What follows belongs to an exercise in optimizing a design on an open flow for small area; a production flow would make more cautious choices.
In this exercise RTL edits were held to simulation tests only and were not proved equivalent to the original.
Power figures rest on the tool's default switching activity, not on a simulated workload.

File: flow/constraint.sdc
create_clock -name core_clock -period 12.0 [get_ports {clk}]
set_input_delay 2.4000 -clock core_clock [delete_from_list [all_inputs] [get_ports {clk}]]
set_output_delay 2.4000 -clock core_clock [all_outputs]
set_load 0.01 [all_outputs]
File: flow/design.v
module f405_sio (
    input  wire        clk,
    input  wire        rst,
    input  wire        cmd_valid,
    output wire        cmd_ready,
    input  wire [39:0] cmd_word,
    output wire        resp_valid,
    output wire [31:0] resp_data,
    output wire [1:0]  resp_err,
    output wire        line_out,
    input  wire        raw_we,
    input  wire [2:0]  raw_ch,
    input  wire [15:0] raw_data,
    input  wire        scan_done,
    input  wire [2:0]  cfg_fail,
    output wire        scan_ack
);
    localparam [7:0] OP_CTEN    = 8'h01;
    localparam [7:0] OP_GOALC   = 8'h02;
    localparam [7:0] OP_GOALMS  = 8'h03;
    localparam [7:0] OP_REACHED = 8'h04;
    localparam [7:0] OP_SLEEP   = 8'h05;
    localparam [7:0] OP_TXINIT  = 8'h08;
    localparam [7:0] OP_TX      = 8'h09;
    localparam [7:0] OP_TXIDX   = 8'h0A;
    localparam [7:0] OP_ACQINIT = 8'h10;
    localparam [7:0] OP_ACQRD   = 8'h11;
    localparam [4:0] S_IDLE  = 5'd0;
    localparam [4:0] S_CTEN  = 5'd1;    
    localparam [4:0] S_GOALC = 5'd2;    
    localparam [4:0] S_REACH = 5'd3;    
    localparam [4:0] S_ACQI  = 5'd4;    
    localparam [4:0] S_BADCH = 5'd5;    
    localparam [4:0] S_ILL   = 5'd6;    
    localparam [4:0] S_ZERO  = 5'd7;    
    localparam [4:0] S_RD0   = 5'd8;    
    localparam [4:0] S_RDW   = 5'd9;    
    localparam [4:0] S_RDS   = 5'd10;   
    localparam [4:0] S_SLP0  = 5'd11;   
    localparam [4:0] S_SLP1  = 5'd12;   
    localparam [4:0] S_MDI   = 5'd13;   
    localparam [4:0] S_MUL   = 5'd14;   
    localparam [4:0] S_DIV   = 5'd15;   
    localparam [4:0] S_TXS   = 5'd16;   
    localparam [4:0] S_TXH   = 5'd17;   
    localparam [4:0] S_TXL   = 5'd18;   
    localparam [4:0] S_TXG   = 5'd19;   
    reg  [4:0]  st;
    reg         is_ms;       
    reg  [31:0] cnt;
    reg         cnt_en;
    reg  [31:0] f_hz;
    reg  [64:0] tab;         
    reg  [31:0] H, L;        
    reg  [16:0] R;           
    reg  [5:0]  mcnt;
    reg  [2:0]  midx;
    reg  [4:0]  bitn;
    reg         line;
    reg         mask;
    reg  [2:0]  c;           
    reg  [4:0]  j;           
    reg  [5:0]  m;           
    reg         armed;
    reg         pend;
    reg         upd_act;
    reg  [2559:0] win;
    reg  [15:0]   rr0, rr1, rr2, rr3, rr4;
    wire [15:0]   wexit = win[2559:2544];
    wire boundary  = (c == 3'd0) & (j == 5'd0);
    wire upd_start = boundary & armed & pend & ~mask;
    wire ins       = upd_start | upd_act;
    assign scan_ack = upd_start;
    always @(posedge clk)
        win <= {win[2543:0], ins ? rr4 : wexit};
    wire       raw_ok = raw_we & (raw_ch < 3'd5);
    reg  [2:0] wstage;
    always @(*) begin
        case ({c, raw_ch})
            {3'd0,3'd0}: wstage = 3'd0; {3'd0,3'd1}: wstage = 3'd4; {3'd0,3'd2}: wstage = 3'd3;
            {3'd0,3'd3}: wstage = 3'd2; {3'd0,3'd4}: wstage = 3'd1;
            {3'd1,3'd0}: wstage = 3'd1; {3'd1,3'd1}: wstage = 3'd0; {3'd1,3'd2}: wstage = 3'd4;
            {3'd1,3'd3}: wstage = 3'd3; {3'd1,3'd4}: wstage = 3'd2;
            {3'd2,3'd0}: wstage = 3'd2; {3'd2,3'd1}: wstage = 3'd1; {3'd2,3'd2}: wstage = 3'd0;
            {3'd2,3'd3}: wstage = 3'd4; {3'd2,3'd4}: wstage = 3'd3;
            {3'd3,3'd0}: wstage = 3'd3; {3'd3,3'd1}: wstage = 3'd2; {3'd3,3'd2}: wstage = 3'd1;
            {3'd3,3'd3}: wstage = 3'd0; {3'd3,3'd4}: wstage = 3'd4;
            {3'd4,3'd0}: wstage = 3'd4; {3'd4,3'd1}: wstage = 3'd3; {3'd4,3'd2}: wstage = 3'd2;
            {3'd4,3'd3}: wstage = 3'd1; {3'd4,3'd4}: wstage = 3'd0;
            default:     wstage = 3'd7;
        endcase
    end
    always @(posedge clk) begin
        rr0 <= (raw_ok && wstage == 3'd0) ? raw_data : rr4;
        rr1 <= (raw_ok && wstage == 3'd1) ? raw_data : rr0;
        rr2 <= (raw_ok && wstage == 3'd2) ? raw_data : rr1;
        rr3 <= (raw_ok && wstage == 3'd3) ? raw_data : rr2;
        rr4 <= (raw_ok && wstage == 3'd4) ? raw_data : rr3;
    end
    wire [4:0]  jm1    = j - 5'd1;
    wire        valid  = m[5] | (jm1 < m[4:0]);
    wire        take   = (c == L[2:0]) & valid;
    reg  [7:0]  kconst;
    always @(*) begin
        case (midx)
            3'd0: kconst = 8'd7;
            3'd1: kconst = 8'd1;
            3'd2: kconst = 8'd7;
            3'd3: kconst = 8'd3;
            default: kconst = 8'd125;
        endcase
    end
    wire        kbit   = (mcnt[5:3] == 3'd0) & kconst[mcnt[2:0]];
    wire        mulbit = is_ms ? L[0] : kbit;
    wire        rd_acc = ((st == S_RDW) & boundary & ~upd_start) |
                         ((st == S_RDS) & ~boundary);
    wire        dec    = (st == S_TXH) | (st == S_TXL) | (st == S_TXG);
    wire [31:0] B      = ({32{(st == S_MUL) & mulbit}} & f_hz) |
                         ({32{rd_acc & take}} & {16'd0, wexit}) |
                         {32{dec}};
    wire [32:0] sum    = {1'b0, H} + {1'b0, B};
    wire [17:0] dv     = is_ms ? 18'd125 : 18'd78125;
    wire [17:0] rt     = {R, H[31]};
    wire        q      = (rt >= dv);
    wire [17:0] rn     = q ? (rt - dv) : rt;
    reg  [5:0]  dsteps;      
    reg  [5:0]  dshift;      
    always @(*) begin
        if (is_ms) begin
            dsteps = 6'd61; dshift = 6'd63;
        end else begin
            case (midx)
                3'd0: begin dsteps = 6'd56; dshift = 6'd45; end   
                3'd1: begin dsteps = 6'd60; dshift = 6'd48; end   
                3'd2: begin dsteps = 6'd57; dshift = 6'd45; end   
                3'd3: begin dsteps = 6'd58; dshift = 6'd46; end   
                default: begin dsteps = 6'd59; dshift = 6'd41; end   
            endcase
        end
    end
    wire div_last = (mcnt == dsteps - 6'd1);
    wire        sub    = (st == S_REACH) | (st == S_SLP1);
    wire [31:0] csum   = cnt + (L ^ {32{sub}}) + {31'd0, sub};
    wire        reach  = ~csum[31];
    wire        tdone  = (H[31:1] == 31'd0);
    wire [17:0] th_cur = L[23] ? {6'd0, tab[41:30]} : {7'd0, tab[64:54]};
    wire [17:0] tl_cur = L[23] ? {6'd0, tab[29:18]} : {6'd0, tab[53:42]};
    wire [17:0] th_nxt = L[22] ? {6'd0, tab[41:30]} : {7'd0, tab[64:54]};
    wire rv = (st == S_CTEN) | (st == S_GOALC) | (st == S_REACH) | (st == S_ACQI) |
              (st == S_BADCH) | (st == S_ILL) | (st == S_ZERO) |
              ((st == S_RDS) & boundary) | ((st == S_SLP1) & reach) |
              ((st == S_TXG) & tdone);
    assign resp_valid = rv;
    assign resp_err   = (st == S_ILL) ? 2'd1 : (st == S_BADCH) ? 2'd2 : 2'd0;
    assign resp_data  = ({32{st == S_GOALC}} & csum) |
                        {31'd0, (st == S_REACH) & reach} |
                        {29'd0, {3{st == S_ACQI}} & cfg_fail} |
                        {16'd0, {16{st == S_RDS}} & H[20:5]};
    assign cmd_ready  = (st == S_IDLE) & ~upd_act;
    assign line_out   = line;
    wire accept = cmd_valid & cmd_ready;
    wire [7:0]  cop = cmd_word[39:32];
    function [23:0] palette;
        input [2:0] idx;
        begin
            palette = {{8{idx[1]}}, {8{idx[2]}}, {8{idx[0]}}};
        end
    endfunction
    wire acq_clear = (st == S_ACQI);
    always @(posedge clk) begin
        if (rst) begin
            c       <= 3'd0;
            j       <= 5'd0;
            m       <= 6'd0;
            armed   <= 1'b0;
            pend    <= 1'b0;
            upd_act <= 1'b0;
        end else begin
            c <= (c == 3'd4) ? 3'd0 : c + 3'd1;
            if (upd_start)
                upd_act <= 1'b1;
            else if (c == 3'd4)
                upd_act <= 1'b0;
            if (c == 3'd4 && !upd_act)
                j <= j - 5'd1;
            if (acq_clear)
                m <= 6'd0;
            else if (c == 3'd4 && upd_act && !m[5])
                m <= m + 6'd1;
            if (acq_clear)
                armed <= 1'b1;
            if (scan_done && armed)
                pend <= 1'b1;
            else if (upd_start || acq_clear)
                pend <= 1'b0;
        end
    end
    always @(posedge clk) begin
        if (rst)
            cnt <= 32'd0;
        else if (cnt_en)
            cnt <= cnt + 32'd1;
    end
    always @(posedge clk) begin
        if (rst) begin
            st     <= S_IDLE;
            is_ms  <= 1'b0;
            cnt_en <= 1'b0;
            f_hz   <= 32'd0;
            tab    <= 65'd0;
            line   <= 1'b0;
            mask   <= 1'b0;
        end else begin
            case (st)
                S_IDLE: begin
                    if (accept) begin
                        case (cop)
                            OP_CTEN:    st <= S_CTEN;
                            OP_GOALC:   st <= S_GOALC;
                            OP_GOALMS:  begin st <= S_MDI; is_ms <= 1'b1; end
                            OP_REACHED: st <= S_REACH;
                            OP_SLEEP:   st <= S_SLP0;
                            OP_TXINIT:  begin st <= S_MDI; is_ms <= 1'b0; f_hz <= cmd_word[31:0]; end
                            OP_TX, OP_TXIDX: begin st <= S_TXS; mask <= 1'b1; end
                            OP_ACQINIT: st <= S_ACQI;
                            OP_ACQRD:   st <= (cmd_word[31:0] < 32'd5) ? S_RD0 : S_BADCH;
                            default:    st <= S_ILL;
                        endcase
                    end
                end
                S_CTEN: begin cnt_en <= 1'b1; st <= S_IDLE; end
                S_GOALC, S_REACH, S_ACQI, S_BADCH, S_ILL, S_ZERO: st <= S_IDLE;
                S_RD0: st <= S_RDW;
                S_RDW: if (boundary && !upd_start) st <= S_RDS;
                S_RDS: if (boundary) st <= S_IDLE;
                S_SLP0: st <= S_SLP1;
                S_SLP1: if (reach) st <= S_IDLE;
                S_MDI: st <= S_MUL;
                S_MUL: if (mcnt == 6'd31) st <= S_DIV;
                S_DIV: begin
                    if (div_last) begin
                        if (is_ms)
                            st <= S_GOALC;
                        else if (midx == 3'd4)
                            st <= S_ZERO;
                        else
                            st <= S_MDI;
                    end
                    if (!is_ms && mcnt >= dshift)
                        tab <= {tab[63:0], q};
                end
                S_TXS: begin line <= 1'b1; st <= S_TXH; end
                S_TXH: if (tdone) begin line <= 1'b0; st <= S_TXL; end
                S_TXL: begin
                    if (tdone) begin
                        if (bitn == 5'd23) begin
                            mask <= 1'b0;
                            st   <= S_TXG;
                        end else begin
                            line <= 1'b1;
                            st   <= S_TXH;
                        end
                    end
                end
                S_TXG: if (tdone) st <= S_IDLE;
                default: st <= S_IDLE;
            endcase
        end
    end
    always @(posedge clk) begin
        if (accept)
            L <= (cop == OP_TXIDX) ? {8'd0, palette(cmd_word[2:0])} : cmd_word[31:0];
        else if (st == S_MUL)
            L <= {sum[0], L[31:1]};
        else if (st == S_DIV)
            L <= {L[30:0], q};
        else if (st == S_SLP0)
            L <= csum;
        else if (st == S_TXL && tdone)
            L <= {L[30:0], 1'b0};
        case (st)
            S_MDI, S_RD0: H <= 32'd0;
            S_MUL:        H <= sum[32:1];
            S_DIV:        H <= {H[30:0], L[31]};
            S_RDW, S_RDS: if (rd_acc) H <= sum[31:0];
            S_TXS:        H <= {14'd0, th_cur};
            S_TXH:        H <= tdone ? {14'd0, tl_cur} : sum[31:0];
            S_TXL:        H <= tdone ? ((bitn == 5'd23) ? {14'd0, tab[17:0]} : {14'd0, th_nxt})
                                     : sum[31:0];
            S_TXG:        H <= sum[31:0];
            default: ;
        endcase
        case (st)
            S_MDI: begin R <= 17'd0; mcnt <= 6'd0; end
            S_MUL: mcnt <= (mcnt == 6'd31) ? 6'd0 : mcnt + 6'd1;
            S_DIV: begin R <= rn[16:0]; mcnt <= mcnt + 6'd1; end
            default: ;
        endcase
        if (st == S_IDLE)
            midx <= 3'd0;
        else if (st == S_DIV && div_last)
            midx <= midx + 3'd1;
        if (st == S_TXS)
            bitn <= 5'd0;
        else if (st == S_TXL && tdone)
            bitn <= bitn + 5'd1;
    end
endmodule
File: flow/config.mk
export PLATFORM = sky130hd
export DESIGN_NAME = f405_sio
export DESIGN_NICKNAME = f405_sio
export VERILOG_FILES = /design/flow/design.v
export SDC_FILE = /design/flow/constraint.sdc
export NUM_CORES = 4
export LEC_CHECK = 0
export CAP_MARGIN = 20
export CORE_MARGIN = 2
export CORE_UTILIZATION = 40
export SLEW_MARGIN = 20
File: flow/run.sh
#!/bin/bash
# synth_recipe.tcl (not shown) runs the flow's synth.tcl, then flattens the netlist and writes it again
# the make line also repeats each setting of config.mk as NAME=value (left out here)
make -C /OpenROAD-flow-scripts/flow DESIGN_CONFIG=/design/flow/config.mk WORK_HOME=/design/flow/orfs CLKGATE_MAP_FILE= SYNTH_SCRIPT=/design/flow/synth_recipe.tcl finish
==> summary.md <==
| Metric | Value |
|---|---|
| Antenna viol nets, final | `0` |
| Post-Place Worst Slack | `4.63 ns` |
| Crit Path Class | `register to output pin` |
| Synth top area cells | `dfxtp_1 79%, edfxtp_1 3.7%, ha_1 1.8%, mux2_2 1.6%, mux2i_1 1.5%` |
| RD Place Congestion | `0.862` |
| Fin crit share | `68.6%` |
| Max Fclk | `0.121 GHz` |
| Worst Path Required | `9.60 ns` |
| Number of global-route vias before repair | `34,200` |
| Slew Viols, Final | `0` |
| Vias per cell | `4.45` |
| Synth area leader | `dfxtp_1` |
| Synth top area share | `78.6%` |
| DRT Pass-1 Iters | `7` |
| CTS tree | `built` |
| Via count | `34,000` |
| Outcome | `no timing/DRC/antenna violations` |
| Top-count cell post-synth | `dfxtp_1` |
| CTS buffer count | `284` |
| Logic gate share of total power | `6.6%` |
| Minimum clock period | `8.23 ns` |
| Switching Fraction | `21.8%` |
| PwrDens | `236 nW/um^2` |
| Max_cap viols | `0` |
| Hold_buf cts | `0` |
| Post-Route WL | `120 mm` |
| Placed wire-length estimate | `72.8 mm` |
| CTS Root Cell | `clkbuf_16` |
| FFs w/ async S/R, synth | `0%` |
| DRT iter0 DRCs | `2,006` |
| Final nets | `5,256` |
| Clk Latency, worst-skew pair | `0.90 ns` |
| Max IR drop VDD | `0.124 mV` |
| Post-CTS resize count | `0` |
| Share of cells above drive strength 1 | `11.2%` |
| Post-synth top cells | `2,803 x dfxtp_1, 252 x nor2_1, 207 x nand2_1` |
| WP data arrival | `5.83 ns` |
| Final Skew | `0.0686 ns` |
| Slew Limit Headroom | `29.0%` |
| CTS Sinks | `2,890` |
| Initial Util | `40.1%` |
| Register area share after synthesis | `82.3%` |
| Largest net degree at the start of global routing | `77` |
| Seq. cell area | `58,700 sq um` |
| YS warnings | `1` |
| Clock power share | `42.5%` |
| First-pass GRT wire length | `192 mm` |
| Part of the power in registers | `50.9%` |
| Static Leak | `33.9 nW` |
| Syn_area_per_cell | `14.9 sq um` |
| IO Count | `105` |
| Row Count | `155` |
| Clock buffer depth | `4` |
| Die width | `426 um` |
| Worst-path clk slew | `0.06 ns` |
| Final Hold Fails | `0` |
| Multi-input gate area | `12,000 sq um` |
| Setup TNS | `0 ns` |
| Worst Tran Pin Value | `1.06 ns` |
| Synth Net Count | `4,970` |
| RSZ-0062 raised after global routing | `false` |
| Setup Viol. Count Final | `0` |
| Total Routing Usage GR | `13.4%` |
| CP Max Fanout | `32` |
| Fillcell total | `15,200` |
| EDFF count, synth | `87` |
| Post-synthesis register bit count | `2,890` |
| Number of distinct library cells after synthesis | `86` |
| # H-tree levels | `5` |
| Tightest Hold Check Type | `register to register` |
| Post-Syn Instances | `4,801` |
| Type of origin of the critical path | `register` |
| Internal power | `15.6 mW` |
| DIE AREA | `182,000 sq um` |
| Core Area | `178,000 sq um` |
| I/O Buffers | `104` |
| Layout area overhead | `18.0%` |
| DRC viols | `0` |
| Overall power | `19.9 mW` |
| NetSw | `4.35 mW` |
| WL/cell | `15.7 um` |
| # Post-CTS Setup Buffers | `0` |
| Initial antenna violation count | `14` |
| Post-Synthesis Cell Area | `71,400 sq um` |
| Setup ws final | `3.77 ns` |
| Die Ht | `426 um` |
| Top_reg_cell synth | `dfxtp_1` |
| CP Capture Type | `output pin` |
| Total grt overflow | `0` |
area by class of cell:
| cell class | count | area share, % |
|---|---|---|
| Tap cell | 2355 | 3.50 |
| Multi-Input combinational cell | 1734 | 14.3 |
| Inverter | 47 | 0.210 |
| Clock inverter | 68 | 0.805 |
| Antenna cell | 2 | 0.00594 |
| Clock buffer | 410 | 9.99 |
| Timing Repair Buffer | 130 | 1.47 |
| Sequential cell | 2890 | 69.7 |
routing by layer:
metal	vias up	track usage, %	wire (um)
met5	-	0	13
met4	2	5.24	3460
met3	260	3.34	7100
met2	859	19.1	49500
met1	16200	19.3	60100
li1	16700	-	-
critical path, stage by stage (launching register included):
cell	delay [ns]
dfxtp_1	0.76
and4bb_2	0.37
nor2_1	0.08
nor2_4	0.07
buf_4	0.50
xor2_1	0.26
ha_1	0.29
a31o_1	0.25
a211oi_2	0.29
a21oi_2	0.16
o41ai_4	0.40
o21ai_1	0.25
a311oi_1	0.36
xnor2_1	0.18
and2_1	0.17
clkdlybuf4s50_1	0.57
final timing paths:
path	start	end	slack (ns)	cells after the start
worst max-delay path	st[2]	resp_data[19]	3.77	15
worst min-delay path	win[1174]	win[1190]	0.26	0
worst max register to register	st[3]	H[28]	6.25	18
worst min register to register	win[1174]	win[1190]	0.26	0
through the flow:
| stage | util, % | area (sq um) | std cells | hold slack, ns |
|---|---|---|---|---|
| 2_1_floorplan | - | 71400 | 4801 | 0.310 |
| 3_3_place_gp | 42.2 | 75100 | 7156 | 0.310 |
| 3_5_place_dp | 42.2 | 75100 | 7156 | 0.312 |
| 4_1_cts | 47.3 | 84200 | 7634 | 0.252 |
| 5_1_grt | 47.3 | 84200 | 7634 | 0.265 |
| 6_report | 47.3 | 84200 | 7636 | 0.260 |
logic make-up after synthesis:
group | Yosys count | synth area share (%)
AOI/OAI and AO/OA | 557 | 5.31
xor gates and xnor gates | 158 | 1.94
adders and majority gates | 103 | 1.82
buffers and inverters | 177 | 0.968
DFF | 2890 | 82.3
muxes | 212 | 3.15
and+or+nand+nor | 704 | 4.51
flip-flops by register name, summed over array words and instances, names as in the netlist, 6 cells and up:
| signal | flops |
|---|---|
| m | 6 |
| rr0 | 16 |
| rr1 | 16 |
| R | 17 |
| L | 32 |
| f_hz | 32 |
| cnt | 32 |
| tab | 65 |
| win | 2560 |
| H | 32 |
| rr2 | 16 |
| mcnt | 6 |
| rr3 | 16 |
| rr4 | 16 |
power groups by stage:
stage	clock network (mW)	registers [mW]	logic (mW)
after global routing	9.15	10.2	1.42
after floorplan	0	10.2	0.891
after CTS	8.74	10.1	1.30
after global placement	0	10.3	1.30
after detailed placement	0	10.3	1.30
final	8.47	10.1	1.31
cells in the final DEF (no fill, tap or decap), drive strengths merged, types with 10 or more instances in the layout:
master / Yosys / layout
dfxtp: 2803 / 2803
clkbuf: 104 / 410
nor2: 252 / 252
nand2: 208 / 208
a21oi: 139 / 139
o21ai: 111 / 111
mux2i: 109 / 109
mux2: 103 / 103
clkdlybuf4s50: 0 / 103
ha: 100 / 100
xor2: 93 / 93
edfxtp: 87 / 87
xnor2: 65 / 65
inv: 46 / 57
nand3: 43 / 43
a21o: 43 / 43
clkinv: 1 / 42
nor3: 32 / 32
a221o: 29 / 29
buf: 26 / 27
nand4: 26 / 26
and3: 25 / 25
a31oi: 25 / 25
a211oi: 24 / 24
o221ai: 23 / 23
and2: 20 / 20
nor2b: 19 / 19
o22ai: 18 / 18
nor4: 18 / 18
o21a: 17 / 17
nand2b: 16 / 16
o211ai: 16 / 16
a221oi: 15 / 15
or3: 14 / 14
a22o: 13 / 13
a22oi: 10 / 10
bufinv: 0 / 10

[afterwards: timing with drivers on the ports]
No port has a modelled driver above. Below, the same layout with a new extraction and two added sets of constraints.
Step 1, drivers: a clkbuf_16 drives clk and a buf_2 each remaining input, both assumed.
Step 2 moves the port delays by t, midway between the first and last clock arrival at a register: inputs arrive t later, outputs are due t later. That takes back most of the time a late clock gives input paths.
a / b / c = no drivers / after step 1 / after step 2; a / b = the first two.
shift t [ns]: 0.928
setup WS [ns]: 3.769 / 3.695 / 4.624
hold WS [ns]: 0.260 / 0.260 / 0.260
After both steps this run still meets setup and hold. For this run, drivers alone change the setup slack by -0.074 ns; drivers and shift together by +0.855 ns.
